From an optimization exercise on the open Yosys and OpenROAD flow, aimed at small area, a short achievable clock period and few clock cycles per item; shortcuts taken in it are not production practice.
Only simulation tests tie the RTL to the original design; equivalence was not proved.
Power is estimated from default activity; no workload was simulated.

<file path="flow/flow/run.sh">
#!/bin/bash
# The standard layout (standard.sh: ORFS synthesis to final layout), with one change:
# the buffer placed on every input and output port is the smallest buffer cell,
# sky130_fd_sc_hd__buf_1, instead of the default pick. Timing repair may still resize it.
set -euo pipefail
export BUFFER_PORTS_ARGS="-buffer_cell sky130_fd_sc_hd__buf_1"
bash standard.sh > standard.log 2>&1
</file>
<file path="flow/standard.sh">
#!/bin/bash
# synth_recipe.tcl (not shown) runs the flow's synth.tcl, then flattens the netlist and writes it again
# the make line also repeats each setting of config.mk as NAME=value (left out here)
make -C /OpenROAD-flow-scripts/flow DESIGN_CONFIG=/design/flow/config.mk WORK_HOME=/design/flow/orfs CLKGATE_MAP_FILE= SYNTH_SCRIPT=/design/flow/synth_recipe.tcl "${@:-finish}"
</file>
<file path="flow/config.mk">
export PLATFORM = sky130hd
export DESIGN_NAME = gs_writer
export DESIGN_NICKNAME = gs_writer
export VERILOG_FILES = /design/flow/design.v
export SDC_FILE = /design/flow/constraint.sdc
export NUM_CORES = 4
export LEC_CHECK = 0
export CAP_MARGIN = 20
export CORE_MARGIN = 2
export CORE_UTILIZATION = 40
export PLACE_DENSITY = 0.6
export SETUP_SLACK_MARGIN = 3
export SLEW_MARGIN = 20
</file>
<file path="flow/constraint.sdc">
create_clock -name core_clock -period 6.0 [get_ports {clk}]
set_input_delay 1.2000 -clock core_clock [delete_from_list [all_inputs] [get_ports {clk}]]
set_output_delay 1.2000 -clock core_clock [all_outputs]
set_load 0.01 [all_outputs]
</file>
<file path="flow/design.v">
module gs_writer (
    input             clk,
    input             rst,
    input             cmd_valid,
    output            cmd_ready,
    input      [3:0]  cmd_op,
    input      [7:0]  cmd_nbits,
    input      [63:0] cmd_value,
    output            out_valid,
    input             out_ready,
    output     [31:0] out_data,
    output     [2:0]  out_bytes,
    output reg        rsp_valid,
    output reg [2:0]  rsp_code,
    output     [15:0] rsp_bits,
    output     [31:0] rsp_crc
);
    localparam [2:0] F_OK       = 3'd0;
    localparam [2:0] F_WIDTH    = 3'd2;
    localparam [2:0] F_ILLEGAL  = 3'd3;
    localparam [2:0] F_STATE    = 3'd4;
    localparam [2:0] F_OVERFLOW = 3'd5;
    reg         c_valid;
    reg         c_open;    
    reg         c_write;   
    reg         c_emit;    
    reg         c_noarg;   
    reg         c_badw;    
    reg         c_long;    
    reg  [6:0]  c_n;       
    reg  [63:0] c_val;     
    reg         c_m4;      
    reg         c_m8;      
    reg         c_m16;     
    reg  [7:0]  c_end;     
    reg         wopen;     
    reg         flush;     
    reg         half;      
    reg  [31:0] wa;        
    reg  [31:0] wb;        
    reg  [6:0]  cnt;       
    reg         f32;       
    reg         le32;      
    reg         le48;      
    reg         le56;      
    reg         le60;      
    reg         nz;        
    reg         f16;       
    reg  [2:0]  tb;        
    reg         par;       
    reg  [15:0] total;     
    reg  [31:0] crc;       
    reg         h1;        
    reg         h2;        
    wire full_word = f32;
    wire any       = nz;
    assign out_valid = h1 && (full_word || (flush && any));
    assign out_data  = wa;
    assign out_bytes = full_word ? 3'd4 : tb;
    assign rsp_bits  = total;
    assign rsp_crc   = ~crc;
    wire take = out_valid && out_ready;
    wire [5:0]  put_len = (c_long && !half) ? {1'b0, c_n[4:0] == 5'd0, c_n[4:0]}
                        : (half ? 6'd32 : c_n[5:0]);
    wire fits  = le32 || (le48 && c_m16) || (le56 && c_m8) || (le60 && c_m4);
    wire room  = fits || take;
    wire go    = c_valid && !flush && room && !(c_open && full_word);
    wire first = go && c_long && !half;
    wire done  = go && !(c_long && !half);
    wire can   = c_valid && !flush && !(c_open && full_word) && !(c_long && !half);
    assign cmd_ready = !c_valid || (can && fits);
    wire        overflow = total[15] || (total[14:6] == 9'h1FF && c_end[7] && c_end[6:0] != 7'd0);
    reg [2:0] code;
    always @(*) begin
        if (!(c_write || ((c_open || c_emit) && c_noarg)))
            code = F_ILLEGAL;
        else if (c_open)
            code = F_OK;
        else if (!wopen)
            code = F_STATE;
        else if (c_emit)
            code = F_OK;
        else if (c_badw)
            code = F_WIDTH;
        else if (overflow)
            code = F_OVERFLOW;
        else
            code = F_OK;
    end
    wire write_ok = c_write && wopen && !c_badw && !overflow;
    wire [31:0] piece = (c_long && !half) ? c_val[63:32] : c_val[31:0];
    wire [4:0]  rot   = ~c_end[4:0];                                      
    wire        rot32 = ~c_end[5] ^ (c_long && !half) ^ par ^ take;
    reg [63:0] ins;
    integer k;
    always @(*) begin
        ins = {32'd0, piece};
        ins = {ins[62:0], ins[63]};
        for (k = 0; k < 5; k = k + 1)
            if (rot[k])
                ins = (ins << (1 << k)) | (ins >> (64 - (1 << k)));
        if (rot32)
            ins = {ins[31:0], ins[63:32]};
    end
    wire        put     = (first || done) && write_ok;
    wire [6:0]  c_sum   = cnt + {1'b0, put_len};
    wire [6:0]  c_sum32 = c_sum - 7'd32;
    wire [6:0]  c_tk    = full_word ? cnt - 7'd32 : 7'd0;
    wire [6:0]  cnt_put = take ? c_sum32 : c_sum;
    wire [6:0]  cnt_np  = take ? c_tk : cnt;
    wire [6:0]  cnt_nx  = put ? cnt_put : cnt_np;
    function [31:0] crc8;
        input [31:0] c;
        integer b;
        begin
            crc8 = c;
            for (b = 0; b < 8; b = b + 1)
                crc8 = crc8[0] ? ((crc8 >> 1) ^ 32'hEDB88320) : (crc8 >> 1);
        end
    endfunction
    wire        do_h1    = !h1 && (f16 || (flush && any));
    wire        do_h2    = out_valid && !h2 && (full_word || tb[2] || tb[1:0] == 2'd3);
    wire [15:0] crc_in   = h1 ? wa[15:0] : wa[31:16];
    wire        crc_two  = h1 ? (full_word || tb[2]) : (f16 || tb[2] || tb[1]);
    wire [31:0] crc_x    = crc ^ {16'd0, crc_in[7:0], crc_in[15:8]};
    wire [31:0] crc_1    = crc8(crc_x);
    wire [31:0] crc_2    = crc8(crc_1);
    wire [31:0] crc_word = crc_two ? crc_2 : crc_1;
    reg [63:0] vmask;
    integer j;
    always @(*)
        for (j = 0; j < 64; j = j + 1)
            vmask[j] = (cmd_nbits[7:6] != 2'd0) || (j < cmd_nbits[5:0]);
    always @(posedge clk) begin
        if (rst) begin
            c_valid <= 1'b0;
        end else if (!cmd_ready && done) begin
            c_valid <= 1'b0;
        end else if (cmd_ready) begin
            c_valid <= cmd_valid;
            c_open  <= (cmd_op == 4'h1);
            c_write <= (cmd_op == 4'h2) || (cmd_op == 4'h3);
            c_emit  <= (cmd_op == 4'h4);
            c_noarg <= (cmd_nbits == 8'd0) && (cmd_value == 64'd0);
            c_badw  <= (cmd_nbits == 8'd0) || (cmd_nbits > 8'd64);
            c_long  <= cmd_nbits[7] | cmd_nbits[6] | (cmd_nbits[5] & |cmd_nbits[4:0]);
            c_n     <= cmd_nbits[6:0];
            c_m4    <= (cmd_nbits[4:0] <= 5'd4) && cmd_nbits[4:0] != 5'd0;
            c_m8    <= (cmd_nbits[4:0] <= 5'd8) && cmd_nbits[4:0] != 5'd0;
            c_m16   <= (cmd_nbits[4:0] <= 5'd16) && cmd_nbits[4:0] != 5'd0;
            c_val   <= cmd_value & vmask;
            c_end   <= (c_valid && c_open && c_noarg) ? {1'b0, cmd_nbits[6:0]}
                     : (c_valid && c_write) ? {1'b0, c_end[6:0]} + {1'b0, cmd_nbits[6:0]}
                     : {1'b0, total[6:0]} + {1'b0, cmd_nbits[6:0]};
        end
        if (first) begin
            c_m4  <= 1'b0;
            c_m8  <= 1'b0;
            c_m16 <= 1'b0;
        end
    end
    always @(posedge clk) begin
        if (rst) begin
            wopen     <= 1'b0;
            flush     <= 1'b0;
            half      <= 1'b0;
            wa        <= 32'd0;
            wb        <= 32'd0;
            cnt       <= 7'd0;
            f32       <= 1'b0;
            le32      <= 1'b1;
            le48      <= 1'b1;
            le56      <= 1'b1;
            le60      <= 1'b1;
            nz        <= 1'b0;
            f16       <= 1'b0;
            tb        <= 3'd0;
            par       <= 1'b0;
            total     <= 16'd0;
            crc       <= 32'hFFFFFFFF;
            h1        <= 1'b0;
            h2        <= 1'b0;
            rsp_valid <= 1'b0;
            rsp_code  <= 3'd0;
        end else begin
            rsp_valid <= 1'b0;
            {wa, wb}  <= (take ? {wb, 32'd0} : {wa, wb}) | (put ? ins : 64'd0);
            cnt       <= cnt_nx;
            f32       <= cnt_nx >= 7'd32;
            le32      <= cnt_nx <= 7'd32;
            le48      <= cnt_nx <= 7'd48;
            le56      <= cnt_nx <= 7'd56;
            le60      <= cnt_nx <= 7'd60;
            nz        <= cnt_nx != 7'd0;
            f16       <= cnt_nx >= 7'd16;
            tb        <= {1'b0, cnt_nx[4:3]} + {2'b0, |cnt_nx[2:0]};
            if (do_h1 || do_h2)
                crc <= crc_word;
            if (do_h1)
                h1 <= 1'b1;
            if (do_h2)
                h2 <= 1'b1;
            if (take) begin
                par <= ~par;
                h1  <= 1'b0;
                h2  <= 1'b0;
            end
            if (first)
                half <= 1'b1;
            if (flush && !any) begin
                flush     <= 1'b0;
                wopen     <= 1'b0;
                par       <= 1'b0;
                rsp_valid <= 1'b1;
                rsp_code  <= F_OK;
            end
            if (done) begin
                half      <= 1'b0;
                rsp_valid <= 1'b1;
                rsp_code  <= code;
                if (code != F_OK) begin
                    if (code != F_ILLEGAL)
                        wopen <= 1'b0;
                end else if (c_open) begin
                    wopen <= 1'b1;
                    wa    <= 32'd0;
                    wb    <= 32'd0;
                    cnt   <= 7'd0;
                    f32   <= 1'b0;
                    le32  <= 1'b1;
                    le48  <= 1'b1;
                    le56  <= 1'b1;
                    le60  <= 1'b1;
                    nz    <= 1'b0;
                    f16   <= 1'b0;
                    tb    <= 3'd0;
                    par   <= 1'b0;
                    total <= 16'd0;
                    crc   <= 32'hFFFFFFFF;
                    h1    <= 1'b0;
                    h2    <= 1'b0;
                end else if (c_write) begin
                    total <= total + {9'd0, c_n};
                end else begin
                    rsp_valid <= 1'b0;
                    flush     <= 1'b1;
                end
            end
        end
    end
endmodule
</file>
==> metrics.md, run 1 <==
| Metric | Value |
|---|---|
| Status | timing/DRC/antenna clean |
| Pleak | 7.027 nW |
| CTS buffer count | 26 |
| Largest area contributor in the synthesized netlist | dfxtp_1 |
| Crit Reg-Reg Endpoint | crc[17]$_SDFF_PP1_ |
| Core box area | 0.03661 mm^2 |
| Area contributors post-synth | dfxtp_1 (19%), edfxtp_1 (17%), mux2i_1 (8.9%) |
| Final Non-Filler Cells | 2274 |
| Die Y | 197.0 um |
| Routed len/inst | 21.74 um |
| Unrepaired setup endpoints after global routing | yes |
| Worst setup path startpoint | h1$_SDFF_PP0_ |
| Largest net degree at the start of global routing | 69 |
| Initial Utilization | 40.71% |
| Synth cell types | 75 |
| Antenna-violating nets left | 0 |
| Post-DP HPWL | 35110 um |
| DP Cell Count | 2153 |
| Final WS setup | 2.960 ns |
| Crit share post-route | 50.67% |
| GRT Total Usage | 24.57% |
| Pwr Density | 225.5 mW/mm^2 |
| Yosys Warn Count | 1 |
| Sw frac | 28.95% |
| Post-Synthesis Cell Area | 0.01490 mm^2 |
| Antenna cells | 0 |
| Overflow after GRT | 0 |
| Clk buf depth | 3 |
| Min Tclk post-route | 3.040 ns |
| Final #Nets | 1891 |
| Post-synth top cells | nor2_1 (187), dfxtp_1 (143), nand2_1 (134), mux2i_1 (133), xnor2_1 (110) |
| Hold Violations, Final | 0 |
| Vias in the first global route | 12620 |
| Clk slew on worst S/H paths | 0.06 ns |
| Skew-Pair Late Insertion Delay | 0.57 ns |
| Synth Area in Compound Gates | 15.83% |
| Placed Area | 0.01597 mm^2 |
| Worst reg2reg setup slack | 2.96 ns |
| Adder and majority gate portion of the synthesized area | 2.250% |
| Die X | 197.0 um |
| Setup crit end kind | flop |
| DRC viols | 0 |
| Hold path cells | 2 |
| Reg-to-reg critical path startpoint | h1$_SDFF_PP0_ |
| CP Launch Type | flop |
| Total negative slack | 0 ns |
| Syn Nets | 1702 |
| Mux cell area share after synthesis | 14.09% |
| Initial DRC Count | 1541 |
| Cell Int Power | 2.913 mW |
| Via/cell ratio | 5.894 |
| Crit path required time | 6.41 ns |
| CTS tree | yes |
| Arr. time, crit path | 3.45 ns |
| Post-layout util | 49.67% |
| Average size of a mapped cell | 9.332 um^2 |
| Top FF cell, synth | dfxtp_1 |
| Post-synth top area share | 19.21% |
| Combinational power share | 18.7% |
| Max-slew violations | 0 |
| Register area share after synthesis | 36.34% |
| Vias | 13400 |
| EDFF count, synth | 85 |
| Total wire length | 49440 um |
| Total chip power | 4.100 mW |
| Layout cell share with drive strength beyond 1 | 16.28% |
| # IOs | 169 |
| Drt first pass iters | 8 |
| Hold_ws | 0.4607 ns |
| Cells after synthesis | 1597 |
| Area share of and/or/nand/nor cells after synthesis | 15.25% |
| Worst slew pin tran | 1.050 ns |
| Max H-tree Level | 1 |
| Combinational family with the most area after synthesis | compound AO/OA/AOI/OAI gates |
| Synth async-reset ratio | 0% |
| Port Buffers | 168 |
| Final Skew | 0.02270 ns |
| Initial antenna violation count | 0 |
| Fin area | 0.01818 mm^2 |
| Min-delay src | wb[15]$_SDFF_PP0_ |
| Clk root buf | clkbuf_16 |
| Routability cong. | 0.9099 |
| Slew margin rel. | 29.82% |
| DP Worst Slack | 2.153 ns |
| First-pass GRT wire length | 74350 um |
| Maximum VDD drop | 0.0002035 V |
| Maxcap violations | 0 |
| XOR/XNOR Fraction of Synth Area | 12.21% |
| Hold-critical path endpoint | wb[15]$_SDFF_PP0_ |
| Crit path kind | flop to flop |
| Peak fanout along the critical path | 7 |
| Rows | 70 |
| Most common cell in the netlist | nor2_1 |
| Setup violators final | 0 |
| FF-to-FF path depth | 13 |
| Die area | 0.03882 mm^2 |
| Layout area overhead | 22.00% |
| Flop pwr share | 41.5% |
| CTS Sinks | 228 |
| Hold Path Class | flop to flop |
| FMAX | 328.9 MHz |
| Synth Register Bits | 228 |
| Clock share of power | 39.8% |
| P_sw | 1.187 mW |
==> logic make-up (layout without fill, tap and decap cells) <==
logic type	after synthesis	count (layout)
adder cells (fa/ha/maj)	25	25
flip-flops	228	228
XOR/XNOR	170	170
AO/OA/AOI/OAI	349	350
AND/OR/NAND/NOR	494	494
buffers and inverters	156	364
multiplexers	175	175
==> cells in the final DEF, fill, tap and decap left out, types with 8 or more instances in the layout <==
master       n
and3_1      12
mux2i_4     12
and2_1      23
inv_1       50
o21a_1      14
xnor2_2     14
a21oi_1     94
xnor2_1     93
nand3_1     17
nand2_1    132
mux4_2      25
mux2i_2     12
nor4_1      19
o21ai_0     57
buf_12      10
a222oi_1    21
xor2_1      32
clkbuf_16   27
nor3_1      27
o211ai_1    18
buf_1      166
nand4_1      8
dfxtp_1    139
o22ai_1     10
a221oi_1     8
a21boi_0    12
nor2b_1     19
edfxtp_1    85
nor2_1     181
ha_1        22
o21bai_1     9
o21ai_1      9
buf_4       76
mux2_2      15
a41oi_1     15
xnor2_4     16
mux2i_1    111
==> registers in the layout, indices dropped and copies added (netlist names), 3 cells and up <==
signal and flops:
wb 32, tb 3, cnt 7, c_n 7
total 16, c_end 8, c_val 64, crc 32
rsp_code 3, wa 32
==> routing by layer <==
layer  share of wire (%)  GRT usage, %  up-vias
met1                  45         35.76     6484
li1                    -             -     6164
met3                 8.5         4.542       95
met4                 2.7         7.380        0
met2                  44         37.01      661
met5                   0             0        -
==> how the worst max path moves through the flow <==
stage                               endpoint  slack, ns  depth (start not counted)
after global routing      crc[17]$_SDFF_PP1_       2.87                         13
after CTS                          cmd_ready       2.91                          5
final                     crc[17]$_SDFF_PP1_       2.96                         13
after floorplan           crc[28]$_SDFF_PP1_       2.98                         11
after detailed placement    wa[7]$_SDFF_PP0_       2.15                          8
after global placement    crc[28]$_SDFF_PP1_       2.21                         10
==> power groups by stage <==
stage / combinational (mW) / sequential (mW) / clock (mW)
after detailed placement: 0.691 / 1.74 / 0
final: 0.766 / 1.70 / 1.63
after global routing: 0.816 / 1.71 / 1.71
after global placement: 0.685 / 1.74 / 0
after CTS: 0.716 / 1.70 / 1.65
after floorplan: 0.485 / 1.71 / 0
==> cell type report <==
class | instances | area, um^2
Timing Repair Buffer | 264 | 1560
Fill cell | 3379 | 18430
Sequential cell | 228 | 5423
Tap cell | 468 | 585.6
Multi-Input combinational cell | 1214 | 9552
Clock inverter | 14 | 150.1
Clock buffer | 34 | 710.7
Inverter | 52 | 201.4
==> critical path, cell delays in order, from the launching register on <==
cell	delay, ns
dfxtp_4	0.38
buf_12	0.16
buf_12	0.11
mux2i_4	0.28
xnor2_4	0.11
buf_12	0.16
xnor2_2	0.24
xnor3_2	0.33
buf_4	0.18
xnor2_4	0.25
xnor3_1	0.27
xor2_1	0.15
o211ai_1	0.17
o211ai_1	0.11
==> timing repair <==
action                                 CTS  global route
gates cloned                             1             2
hold buffers                             0             0
endpoints found under the hold margin    0             0
pin swaps                               23            15
setup endpoints to repair              224            99
resized for setup                       72            59
buffers inserted                        47            23
Testbench counts, summed over its fixed seeds: cycles 11,572, commands 9,484.
==> run 2: changes to the inputs <==
--- a/flow/design.v
+++ b/flow/design.v
@@ -31,5 +31,4 @@
     reg  [63:0] c_val;     
     reg         c_m4;      
-    reg         c_m8;      
     reg         c_m16;     
     reg  [7:0]  c_end;     
@@ -43,5 +42,4 @@
     reg         le32;      
     reg         le48;      
-    reg         le56;      
     reg         le60;      
     reg         nz;        
@@ -53,4 +51,7 @@
     reg         h1;        
     reg         h2;        
+    reg  [15:0] cd;        
+    reg         cd_v;      
+    reg         cd_two;    
     wire full_word = f32;
     wire any       = nz;
@@ -63,5 +64,5 @@
     wire [5:0]  put_len = (c_long && !half) ? {1'b0, c_n[4:0] == 5'd0, c_n[4:0]}
                         : (half ? 6'd32 : c_n[5:0]);
-    wire fits  = le32 || (le48 && c_m16) || (le56 && c_m8) || (le60 && c_m4);
+    wire fits  = le32 || (le48 && c_m16) || (le60 && c_m4);
     wire room  = fits || take;
     wire go    = c_valid && !flush && room && !(c_open && full_word);
@@ -123,8 +124,8 @@
     wire [15:0] crc_in   = h1 ? wa[15:0] : wa[31:16];
     wire        crc_two  = h1 ? (full_word || tb[2]) : (f16 || tb[2] || tb[1]);
-    wire [31:0] crc_x    = crc ^ {16'd0, crc_in[7:0], crc_in[15:8]};
+    wire [31:0] crc_x    = crc ^ {16'd0, cd[7:0], cd[15:8]};
     wire [31:0] crc_1    = crc8(crc_x);
     wire [31:0] crc_2    = crc8(crc_1);
-    wire [31:0] crc_word = crc_two ? crc_2 : crc_1;
+    wire [31:0] crc_word = cd_two ? crc_2 : crc_1;
     reg [63:0] vmask;
     integer j;
@@ -147,5 +148,4 @@
             c_n     <= cmd_nbits[6:0];
             c_m4    <= (cmd_nbits[4:0] <= 5'd4) && cmd_nbits[4:0] != 5'd0;
-            c_m8    <= (cmd_nbits[4:0] <= 5'd8) && cmd_nbits[4:0] != 5'd0;
             c_m16   <= (cmd_nbits[4:0] <= 5'd16) && cmd_nbits[4:0] != 5'd0;
             c_val   <= cmd_value & vmask;
@@ -156,7 +156,10 @@
         if (first) begin
             c_m4  <= 1'b0;
-            c_m8  <= 1'b0;
             c_m16 <= 1'b0;
         end
+    end
+    always @(posedge clk) begin
+        cd     <= crc_in;
+        cd_two <= crc_two;
     end
     always @(posedge clk) begin
@@ -171,5 +174,4 @@
             le32      <= 1'b1;
             le48      <= 1'b1;
-            le56      <= 1'b1;
             le60      <= 1'b1;
             nz        <= 1'b0;
@@ -181,4 +183,5 @@
             h1        <= 1'b0;
             h2        <= 1'b0;
+            cd_v      <= 1'b0;
             rsp_valid <= 1'b0;
             rsp_code  <= 3'd0;
@@ -190,10 +193,10 @@
             le32      <= cnt_nx <= 7'd32;
             le48      <= cnt_nx <= 7'd48;
-            le56      <= cnt_nx <= 7'd56;
             le60      <= cnt_nx <= 7'd60;
             nz        <= cnt_nx != 7'd0;
             f16       <= cnt_nx >= 7'd16;
             tb        <= {1'b0, cnt_nx[4:3]} + {2'b0, |cnt_nx[2:0]};
-            if (do_h1 || do_h2)
+            cd_v   <= do_h1 || do_h2;
+            if (cd_v)
                 crc <= crc_word;
             if (do_h1)
@@ -230,5 +233,4 @@
                     le32  <= 1'b1;
                     le48  <= 1'b1;
-                    le56  <= 1'b1;
                     le60  <= 1'b1;
                     nz    <= 1'b0;
@@ -238,4 +240,5 @@
                     total <= 16'd0;
                     crc   <= 32'hFFFFFFFF;
+                    cd_v  <= 1'b0;
                     h1    <= 1'b0;
                     h2    <= 1'b0;
==> run 2 against run 1 <==
  * Non-clock buffer count down 33
  * Cell count rose by 3.2%
  * Synthesized area grew 5.1%
  * Routed wire length grew 2.4%
  * Via count rose by 1.6%
  * First-iteration DRC count is 26% lower
  * Worst setup slack improved by 0.074 ns
  * Power up 14%
  * Count of clock-buffer cells in the layout increased by 1
  * Sequential power rose by 7%
  * Largest cell class unchanged
  * Global-route usage fell by 0.47 points
  * Final area increased by 2.2%
==> metrics.md, run 2 <==
| Metric | Value |
|---|---|
| Hold Path Class | flop to flop (unchanged) |
| Final Skew | 0.01334 ns (was 0.02270 ns) |
| Initial DRC Count | 1142 (was 1541) |
| Clk root buf | clkbuf_16 (unchanged) |
| Largest net degree at the start of global routing | 69 (unchanged) |
| Initial Utilization | 40.53% (was 40.71%) |
| Final WS setup | 3.034 ns (was 2.960 ns) |
| Setup crit end kind | output pin (was flop) |
| Clk buf depth | 3 (unchanged) |
| Layout cell share with drive strength beyond 1 | 15.42% (was 16.28%) |
| Synth async-reset ratio | 0% (unchanged) |
| Max-slew violations | 0 (unchanged) |
| Area contributors post-synth | dfxtp_1 (20%), edfxtp_1 (16%), mux2i_1 (7.7%) (was dfxtp_1 (19%), edfxtp_1 (17%), mux2i_1 (8.9%)) |
| Average size of a mapped cell | 9.539 um^2 (was 9.332 um^2) |
| Vias in the first global route | 12710 (was 12620) |
| Largest area contributor in the synthesized netlist | dfxtp_1 (unchanged) |
| Synth Register Bits | 244 (was 228) |
| Initial antenna violation count | 1 (was 0) |
| Status | timing/DRC/antenna clean (unchanged) |
| Port Buffers | 168 (unchanged) |
| Most common cell after layout, fill and taps aside | buf_1 (was nor2_1) |
| Pleak | 7.139 nW (was 7.027 nW) |
| Crit share post-route | 49.44% (was 50.67%) |
| Overflow after GRT | 0 (unchanged) |
| Vias | 13630 (was 13400) |
| CTS Sinks | 244 (was 228) |
| Most frequent cells in the layout | buf_1 (165), dfxtp_1 (156), nand2_1 (151), a21oi_1 (134), mux2i_1 (110) (was nor2_1 (181), buf_1 (166), dfxtp_1 (139), nand2_1 (132), mux2i_1 (111)) |
| Hold path cells | 2 (unchanged) |
| Slew margin rel. | 38.28% (was 29.82%) |
| Post-synth top cells | dfxtp_1 (159), nand2_1 (158), a21oi_1 (138), mux2i_1 (120), nor2_1 (111) (was nor2_1 (187), dfxtp_1 (143), nand2_1 (134), mux2i_1 (133), xnor2_1 (110)) |
| Crit path max-delay cell type | edfxtp_1 (was dfxtp_4) |
| Cells after synthesis | 1642 (was 1597) |
| Post-Synthesis Cell Area | 0.01566 mm^2 (was 0.01490 mm^2) |
| Die Y | 201.9 um (was 197.0 um) |
| Total wire length | 50650 um (was 49440 um) |
| First-pass GRT wire length | 76530 um (was 74350 um) |
| Drt first pass iters | 5 (was 8) |
| Core box area | 0.03865 mm^2 (was 0.03661 mm^2) |
| Post-DP HPWL | 36210 um (was 35110 um) |
| Min Tclk post-route | 2.966 ns (was 3.040 ns) |
| Fillers | 3658 (was 3379) |
| EDFF count, synth | 85 (unchanged) |
| # IOs | 169 (unchanged) |
| Maximum VDD drop | 0.0002151 V (was 0.0002035 V) |
| Max H-tree Level | 1 (unchanged) |
| Arr. time, crit path | 1.77 ns (was 3.45 ns) |
| Number of flip-flops in the largest register | 64 (unchanged) |
| Total negative slack | 0 ns (unchanged) |
| Routed len/inst | 21.58 um (was 21.74 um) |
| Layout area overhead | 18.66% (was 22.00%) |
| Antenna cells | 0 (unchanged) |
| Routability cong. | 0.9166 (was 0.9099) |
| Rows | 72 (was 70) |
| Top FF cell, synth | dfxtp_1 (unchanged) |
| Die area | 0.04076 mm^2 (was 0.03882 mm^2) |
| Peak fanout along the critical path | 2 (was 7) |
| Syn Nets | 1747 (was 1702) |
| Final #Nets | 1912 (was 1891) |
| DP Worst Slack | 1.865 ns (was 2.153 ns) |
| FF-to-FF path depth | 11 (was 13) |
| Setup violators final | 0 (unchanged) |
| Maxcap violations | 0 (unchanged) |
| Via/cell ratio | 5.805 (was 5.894) |
| Die X | 201.9 um (was 197.0 um) |
| Register area share after synthesis | 36.62% (was 36.34%) |
| Synth cell types | 80 (was 75) |
| Skew-Pair Late Insertion Delay | 0.57 ns (about the same) |
| DRC viols | 0 (unchanged) |
| Antenna-violating nets left | 0 (unchanged) |
| Cell Chain, Critical Path | a211oi_2 > nand2_1 > o21ai_2 > buf_4 (was buf_12 > buf_12 > mux2i_4 > xnor2_4 > buf_12 > xnor2_2 > xnor3_2 > buf_4 > xnor2_4 > xnor3_1 > xor2_1 > o211ai_1 > o211ai_1) |
| CTS tree | yes (unchanged) |
| Clk slew on worst S/H paths | 0.06 ns (about the same) |
| Max incr delay on CP | 0.49 ns (was 0.38 ns) |
| Crit path required time | 4.80 ns (was 6.41 ns) |
| Worst slew pin tran | 0.9258 ns (was 1.050 ns) |
| Hold Violations, Final | 0 (unchanged) |
| Unrepaired setup endpoints after global routing | yes (unchanged) |
| FMAX | 337.1 MHz (was 328.9 MHz) |
| Pwr Density | 251.1 mW/mm^2 (was 225.5 mW/mm^2) |
| GRT Total Usage | 24.10% (was 24.57%) |
| Yosys Warn Count | 1 (unchanged) |
| CP Launch Type | flop (unchanged) |
| CTS buffer count | 28 (was 26) |
| Post-synth top area share | 20.32% (was 19.21%) |
| Most common cell in the netlist | dfxtp_1 (was nor2_1) |
| Hold buffer count at cts | 0 (unchanged) |
| Post-layout util | 48.09% (was 49.67%) |
| Largest Register | c_val (unchanged) |
| Crit path kind | flop to output pin (was flop to flop) |
[run 2: final cells by class]
cell class	count	area (um^2)	area share (%)
Tap cell	518	648.1	3.487
Sequential cell	244	5742	30.89
Multi-Input combinational cell	1241	9667	52.01
Inverter	60	242.7	1.306
Timing Repair inverter	1	5.005	0.02693
Clock buffer	35	799.5	4.302
Timing Repair Buffer	231	1210	6.510
Clock inverter	17	272.8	1.468
[run 2: kinds of logic (layout without fill, tap and decap cells)]
logic type	count (synthesis)	count (layout)	share of synthesized area (%)
AOI/OAI and AO/OA	399	399	16.11
adders and majority gates	25	25	2.141
buffers and inverters	160	344	4.170
DFF	244	244	36.62
xor gates and xnor gates	167	167	11.61
muxes	189	189	15.58
and+or+nand+nor	458	461	13.78
[run 2: final timing paths]
kind / from / end / slack (ns)
worst max-delay path: c_open$_DFFE_PP_ / cmd_ready / 3.03
worst min-delay path: wb[14]$_SDFF_PP0_ / wb[14]$_SDFF_PP0_ / 0.48
worst max register to register: c_n[2]$_DFFE_PP_ / le60$_SDFF_PP1_ / 3.06
worst min register to register: wb[14]$_SDFF_PP0_ / wb[14]$_SDFF_PP0_ / 0.48
[run 2: what timing repair did]
action | 4_1_cts | 5_1_grt
endpoints found under the setup margin | 127 | 98
buffers inserted | 30 | 12
gates resized for setup | 32 | 53
hold endpoints to repair | 0 | 0
cloned | 4 | 0
pin swaps | 9 | 10
[run 2: metal layers]
metal	GRT usage (%)	vias up	wire (um)
met3	4.095	81	4199
li1	-	6329	-
met4	7.537	2	1323
met2	36.51	634	22410
met1	34.98	6579	22690
met5	0	-	18
[run 2: stage by stage]
step,area [um^2],std cells,total power [mW],hold slack (ns)
after floorplan,15750,1642,2.387,0.4104
after global placement,16750,2248,2.630,0.4549
after detailed placement,16770,2249,2.641,0.4645
after CTS,18260,2335,4.645,0.4764
after global routing,18590,2347,4.823,0.4937
final,18590,2347,4.668,0.4775
[run 2: power by group]
group,internal (mW),switching (mW)
registers,1.78,0.0435
clock network,1.24,0.729
logic,0.334,0.543
[run 2: critical path, delay by kind of cell, from the launching register on]
| family | cells | cell delay (ns) |
|---|---|---|
| AND/OR/NAND/NOR | 1 | 0.10 |
| AO/OA/AOI/OAI | 2 | 0.45 |
| buffers and inverters | 1 | 0.15 |
| flip-flops | 1 | 0.49 |
Testbench counts of run 2, summed over its fixed seeds: cycles 11,575, commands 9,484.
==> run 3: changes to the inputs <==
--- a/flow/config.mk
+++ b/flow/config.mk
@@ -9,4 +9,6 @@
 export CORE_MARGIN = 2
 export CORE_UTILIZATION = 40
+export CTS_CLUSTER_DIAMETER = 80
+export CTS_CLUSTER_SIZE = 20
 export PLACE_DENSITY = 0.6
 export SETUP_SLACK_MARGIN = 3
==> run 3 against run 2 <==
  * Count of clock-buffer cells in the layout decreased by 13
  * Die area unchanged
  * Worst hold slack got worse by 0.0015 ns
  * Global-route usage about the same
  * Largest power group is now registers
  * Highest routed layer is now met4
==> metrics.md, run 3 <==
| Metric | Value |
|---|---|
| CP Launch Type | input port (was flop) |
| CTS buffer count | 19 (was 28) |
| Arr. time, crit path | 3.43 ns (was 1.77 ns) |
| Die X | 201.9 um (unchanged) |
| Clk buf depth | 3 (unchanged) |
| CTS tree | yes (unchanged) |
| Register area share after synthesis | 36.62% (unchanged) |
| Most frequent cells in the layout | buf_1 (165), dfxtp_1 (156), nand2_1 (152), a21oi_1 (133), mux2i_1 (109) (was buf_1 (165), dfxtp_1 (156), nand2_1 (151), a21oi_1 (134), mux2i_1 (110)) |
| Layout cell share with drive strength beyond 1 | 15.17% (was 15.42%) |
| Synth Register Bits | 244 (unchanged) |
| Max H-tree Level | 1 (unchanged) |
| Number of flip-flops in the largest register | 64 (unchanged) |
| Vias | 13510 (was 13630) |
| Post-Synthesis Cell Area | 0.01566 mm^2 (unchanged) |
| Antenna-violating nets left | 0 (unchanged) |
| Routed len/inst | 21.59 um (was 21.58 um) |
| Port Buffers | 168 (unchanged) |
| Core box area | 0.03865 mm^2 (unchanged) |
| Layout area overhead | 16.32% (was 18.66%) |
| Unrepaired setup endpoints after global routing | yes (unchanged) |
| Die area | 0.04076 mm^2 (unchanged) |
| Final Non-Filler Cells | 2331 (was 2347) |
| Area contributors post-synth | dfxtp_1 (20%), edfxtp_1 (16%), mux2i_1 (7.7%) (unchanged) |
| Status | timing/DRC/antenna clean (unchanged) |
| Initial DRC Count | 1114 (was 1142) |
| Pwr Density | 222.5 mW/mm^2 (was 251.1 mW/mm^2) |
| Slew margin rel. | 38.61% (was 38.28%) |
| Initial Utilization | 40.53% (unchanged) |
| Setup violators final | 0 (unchanged) |
| Total negative slack | 0 ns (unchanged) |
| Via/cell ratio | 5.797 (was 5.805) |
| Crit path required time | 6.45 ns (was 4.80 ns) |
| DRC viols | 0 (unchanged) |
| Rows | 72 (unchanged) |
| Peak fanout along the critical path | 15 (was 2) |
| Skew-Pair Late Insertion Delay | 0.55 ns (was 0.57 ns) |
| Initial antenna violation count | 0 (was 1) |
| Syn Nets | 1747 (unchanged) |
| Setup crit end kind | flop (was output pin) |
| Antenna cells | 0 (unchanged) |
| Pleak | 6.975 nW (was 7.139 nW) |
| Hold Violations, Final | 0 (unchanged) |
| Worst reg2reg setup slack | 3.08 ns (was 3.06 ns) |
| Largest Register | c_val (unchanged) |
| Top FF cell, synth | dfxtp_1 (unchanged) |
| Cells after synthesis | 1642 (unchanged) |
| Final #Nets | 1906 (was 1912) |
| Synth cell types | 80 (unchanged) |
| Post-synth top cells | dfxtp_1 (159), nand2_1 (158), a21oi_1 (138), mux2i_1 (120), nor2_1 (111) (unchanged) |
| Crit path kind | input port to flop (was flop to output pin) |
| GRT Total Usage | 24.15% (was 24.10%) |
| Die Y | 201.9 um (unchanged) |
| Drt first pass iters | 5 (unchanged) |
| Synth async-reset ratio | 0% (unchanged) |
| Crit share post-route | 49.73% (was 49.44%) |
| Clk root buf | clkbuf_16 (unchanged) |
| Post-DP HPWL | 36210 um (unchanged) |
| First-pass GRT wire length | 76660 um (was 76530 um) |
| EDFF count, synth | 85 (unchanged) |
| Maximum VDD drop | 0.0001796 V (was 0.0002151 V) |
| Overflow after GRT | 0 (unchanged) |
| FMAX | 335.2 MHz (was 337.1 MHz) |
| Final Skew | 0.02331 ns (was 0.01334 ns) |
| Average size of a mapped cell | 9.539 um^2 (unchanged) |
| CTS Sinks | 244 (unchanged) |
| Worst slew pin tran | 0.9208 ns (was 0.9258 ns) |
| Post-synth top area share | 20.32% (unchanged) |
| Largest net degree at the start of global routing | 69 (unchanged) |
| Largest area contributor in the synthesized netlist | dfxtp_1 (unchanged) |
| Maxcap violations | 0 (unchanged) |
| Max-slew violations | 0 (unchanged) |
| Clk slew on worst S/H paths | 0.08 ns (was 0.06 ns) |
| Min Tclk post-route | 2.984 ns (was 2.966 ns) |
| Vias in the first global route | 12610 (was 12710) |
| Most common cell after layout, fill and taps aside | buf_1 (unchanged) |
| Routability cong. | 0.9166 (unchanged) |
| # IOs | 169 (unchanged) |
| Hold Path Class | flop to flop (unchanged) |
| Total wire length | 50330 um (was 50650 um) |
| DP Cell Count | 2249 (unchanged) |
| Yosys Warn Count | 1 (unchanged) |
| Most common cell in the netlist | dfxtp_1 (unchanged) |
## run 3: cell count changes in the layout (fill, tap and decap cells not counted), moves of 2 or more
| cell | delta |
|---|---|
| clkinv_1 | -2 |
| mux2i_2 | +2 |
| bufinv_16 | -6 |
| clkbuf_8 | -3 |
| inv_8 | +2 |
| clkinvlp_4 | -3 |
| inv_6 | +3 |
| clkbuf_16 | -10 |
## run 3: stage by stage
step	utilization [%]	setup slack (ns)	cell area, um^2	hold slack [ns]	power, mW
2_1_floorplan	-	2.878	15750	0.4104	2.387
3_3_place_gp	43.34	1.979	16750	0.4549	2.630
3_5_place_dp	43.39	1.865	16770	0.4645	2.641
4_1_cts	46.17	3.003	17840	0.4786	4.035
5_1_grt	47.14	2.851	18220	0.4999	4.212
6_report	47.14	3.016	18220	0.4759	4.054
## run 3: cell families (layout without fill, tap and decap cells)
kind of cell             Yosys count  in the layout  share of synthesized area [%]
AO/OA/AOI/OAI                    399            399                          16.11
XOR/XNOR                         167            167                          11.61
adder cells (fa/ha/maj)           25             25                          2.141
buffers and inverters            160            328                          4.170
flip-flops                       244            244                          36.62
multiplexers                     189            189                          15.58
AND/OR/NAND/NOR                  458            461                          13.78
## run 3: routing by layer
layer  global-route usage (%)  wire (um)  share of wire [%]  vias to the layer above
li1                         -          -                  -                     6308
met1                    35.09      22590                 45                     6514
met2                    36.77      22380                 44                      628
met3                    4.450       4272                8.5                       62
met4                    6.486       1087                2.2                        0
met5                        0          0                  0                        -
## run 3: cell type report
type                    count  area, um^2
clock buffers              22       508.0
clock inverters            11       122.6
fillers                  3687       20430
inverters                  60       242.7
multi-input cells        1241        9699
flip-flops and latches    244        5742
well taps                 518       648.1
repair buffers            234        1252
repair inverters            1       5.005
## run 3: timing repair
action / CTS / global route
endpoints found under the setup margin: 127 / 98
hold endpoints to repair: 0 / 0
gates resized for setup: 33 / 61
hold buffers: 0 / 0
setup buffers: 31 / 14
gates cloned: 4 / 0
pin swaps: 9 / 16
## run 3: where the power goes
part | switching [mW] | leakage (nW) | internal [mW]
combinational | 0.546 | 4.56 | 0.337
sequential | 0.0394 | 2.11 | 1.77
clock | 0.681 | 0.312 | 0.678
## run 3: worst paths after layout
kind,depth (start not counted),startpoint,to
setup reg to reg,12,c_n[1]$_DFFE_PP_,nz$_SDFF_PP0_
setup / recovery,9,out_ready,total[9]$_SDFFE_PP0P_
hold reg to reg,1,crc[24]$_SDFF_PP1_,crc[24]$_SDFF_PP1_
hold / removal,1,crc[24]$_SDFF_PP1_,crc[24]$_SDFF_PP1_
## run 3: critical path, cell delays in order
cell      delay [ns]
buf_1           0.14
inv_2           0.08
o31ai_4         0.26
nand3_2         0.22
nor2_2          0.28
a21boi_2        0.35
nand2_2         0.24
or4_1           0.51
a21oi_1         0.15

==> port drivers added, routing unchanged <==
The flow's constraints put no driver on any port. The routed layouts listed below were extracted and timed again, unchanged, in two steps. Step 1 assumes that a clkbuf_16 drives the clock port and a buf_2 every other input. Step 2 also shifts input and output timing later by t, the mid clock arrival at the registers, as if the neighbouring blocks saw the same clock. Three values: no drivers, after step 1, after step 2; two values: the first two.
run	shift t [ns]	setup slack, ns	worst setup path after step 2	slew at the worst register clock pin (ns)	worst slew at a driven data input, ns
run 1	0.609	2.960 / 2.960 / 2.635	input to register	0.07 / 0.07	0.06
run 2	0.621	3.034 / 2.975 / 2.519	input to register	0.07 / 0.07	0.06
run 3	0.593	3.016 / 2.999 / 2.460	input to register	0.09 / 0.09	0.06
After both steps every run listed still meets setup and hold. The setup slack of run 3, which loses most, moves by -0.017 ns with the drivers and by -0.556 ns with both steps.
